Background: an optimization exercise with open tools, aiming at a short achievable clock period and few clock cycles. Do not read the settings as production practice. The RTL was checked by simulation tests, not by an equivalence proof against the original design. Power is estimated from default activity; no workload was simulated.

## build 25
// beebc_core
module beebc_core (
    input  wire       clk,
    input  wire       rst,         
    output wire [3:0] mem_addr,
    input  wire [7:0] mem_rdata,
    output wire [7:0] mem_wdata,
    output wire       mem_we,
    output wire [7:0] out,
    output wire       out_strobe,
    output wire       halted
);
make LEC_CHECK=0 CAP_MARGIN=20 CORE_MARGIN=2 CORE_UTILIZATION=40 SETUP_SLACK_MARGIN=2.1 SLEW_MARGIN=20 TNS_END_PERCENT=100 finish   # period 5.0 ns
run.sh (not shown) runs the stock make flow with config.mk's settings and CLKGATE_MAP_FILE= SYNTH_SCRIPT=/design/flow/synth_recipe.tcl, a recipe that flattens the netlist after the stock synthesis.
Build 25 ran to completion and came out clean on the timing, DRC and antenna checks.
Testbench counts of build 25, summed over its fixed seeds: cycles 27,888.
Edits applied to the flow inputs when going from build 25 to build 55:
Settings: a change of SETUP_SLACK_MARGIN from 2.1 to 2.4.
Findings:
Build 55 against build 25; maximum frequency from static timing analysis is up by a little under 10%. | worst-skew pair later-pin latency | build 25 vs build 55 | ≈ equal |. A start point of the critical path of pwe$_SDFF_PP0_ is what build 25 shows, while a[4]$_SDFFE_PP0P_ belongs to build 55. Build 55 ended with every stage complete and zero timing, DRC or antenna violations. [compare] base=build 25 new=build 55: non-clock buffer count rose by 79; first-iteration DRC count fell by 289; total detailed-routing wirelength rose by 7.4%.
Relative to build 55, the following input files were edited for build 20:
Settings: changing SETUP_SLACK_MARGIN from 2.4 to 2.7.
--- outcome ---
Going from build 55 to build 20, critical path depth went up, part of the power in combinational logic went up. Of the two values seen for timing startpoint of the critical path, a[4]$_SDFFE_PP0P_ was produced by build 55 and f_oh[0]$_DFFE_PP_ by build 20. Taking build 55 as the reference, in build 20 total wirelength of the detailed-routed design lost 0.78%; non-filler instance count after layout climbed 2.6%.
Here is what was changed in the inputs of build 47 compared with build 20.
Settings: putting ABC_CLOCK_PERIOD_IN_PS at 2000 where nothing was set; clearing TNS_END_PERCENT, which used to be 100; swapping 2.7 for 3.0 in SETUP_SLACK_MARGIN.
Findings:
Compared with build 20, build 47 shows detailed-routing iteration count for the pre-antenna-repair pass higher by 1.
When the final numbers for build 47 and build 20 were put side by side, the worst IR drop on VDD turned out to be greater in build 20.
Of build 47 and build 20, the higher switching component of the power belongs to build 47.
Changes observed in build 47 relative to build 20: global-route usage rose by 1.6 points, logic gate share of total power picked up an extra 2.2 points, setup slack lower.

* * *

== alpha ==
beebc_core, a different RTL version from the one above (not shown whole).
For scale: roughly 840 cells after synthesis, about 190 flip-flops, ~33 I/O pins.
clock: 5.0 ns
lec_check: 0
abc_clock_period_in_ps: 2000
cap_margin: 20
core_margin: 2
core_utilization: 40
setup_slack_margin: 3.0
slew_margin: 20
alpha: done, clean on timing, DRC and antenna
Testbench counts of alpha, summed over its fixed seeds: cycles 25,604.
Edits applied to the flow inputs when going from alpha to beta:
- ABC_CLOCK_PERIOD_IN_PS no longer set, was 2000
- SETUP_SLACK_MARGIN no longer set, was 3.0
[summary]
- Taking alpha as the reference, in beta instance count on the critical path decreased by 10 relative to the old numbers; count of nets after finishing fell by 11%.
- From alpha to beta the numbers moved as follows: number of global-route vias before repair went down by 1074; first-pass iteration count of the detailed router saw a decrease; length of routed wiring on met1 lower.
- alpha ended up with a[5] as its endpoint of the worst setup timing path; beta ended up with mem_addr[2].
- As of beta, final total power had fallen by more than 10% compared to alpha.
- Diff alpha..beta | area enclosed by the die boundary | unchanged
- Against alpha, beta comes in about 10% lower on via count.
- beta vs alpha — non-clock buffering overhead in the final layout dropped 8.7 points.
- Compared with alpha, placement density in the core of beta is lower.

* * *

== before ==
Another version of the RTL of beebc_core (not shown whole).
For scale: about 1200 cells after synthesis, ~210 flip-flops.
make LEC_CHECK=0 ABC_CLOCK_PERIOD_IN_PS=1500 CAP_MARGIN=20 CORE_MARGIN=2 CORE_UTILIZATION=30 SETUP_SLACK_MARGIN=2.5 SLEW_MARGIN=20 TNS_END_PERCENT=100 finish   # period 5.0 ns
before finished all stages; the layout is clean.
Testbench counts of before, summed over its fixed seeds: cycles 26,379.
Edits applied to the flow inputs when going from before to after:
Settings: ABC_CLOCK_PERIOD_IN_PS: 1500 -> 2000; SETUP_SLACK_MARGIN: 2.5 -> 3.0; TNS_END_PERCENT: 100 -> unset; CORE_UTILIZATION: 30 -> 40.
### Flow results
The final layout from after, which completed every stage, passed the timing, DRC and antenna checks at the end of the flow. Compared to before, after leaves less free space in the core. In after, via count of the first global-routing pass is higher than in before. Compared with before, in after detailed-route wire length has increased, fmax has increased, worst ir drop on vdd has increased.

-- what the ideal ports hide --
How much do the figures lean on ideal ports? The routed layouts below were timed once more, with nothing changed but the port constraints.
Step 1 assumes that a clkbuf_16 drives the clock port and a buf_2 every other input.
Step 2 times the ports against the registers' clock, not the clock port: input delays grow and output delays shrink by t, the midpoint of the rising clock arrivals with the driver on.
Three values: ideal ports, drivers, drivers and shift; two values: the first two.
| run | t (ns) | setup slack, ns | worst setup path at the end | worst data-port slew with drivers (ns) |
|---|---|---|---|---|
| build 25 | 0.596 | 2.116 / 2.060 / 1.744 | input to register | 0.03 |
| build 55 | 0.612 | 2.334 / 2.276 / 1.832 | input to register | 0.04 |
| build 20 | 0.601 | 2.297 / 2.297 / 1.973 | input to register | 0.05 |
| build 47 | 0.601 | 2.276 / 2.276 / 2.007 | input to register | 0.03 |
| alpha | 0.492 | 0.796 / 0.796 / 0.680 | input to register | 0.03 |
| beta | 0.484 | 0.195 / 0.144 / 0.313 | register to register | 0.04 |
| before | 0.587 | 1.775 / 1.775 / 1.307 | input to register | 0.08 |
| after | 0.597 | 1.839 / 1.839 / 1.411 | input to register | 0.06 |
After both steps setup and hold are still met in every run listed. The setup slack of build 55, which loses most, moves by -0.058 ns with the drivers and by -0.502 ns with both steps.
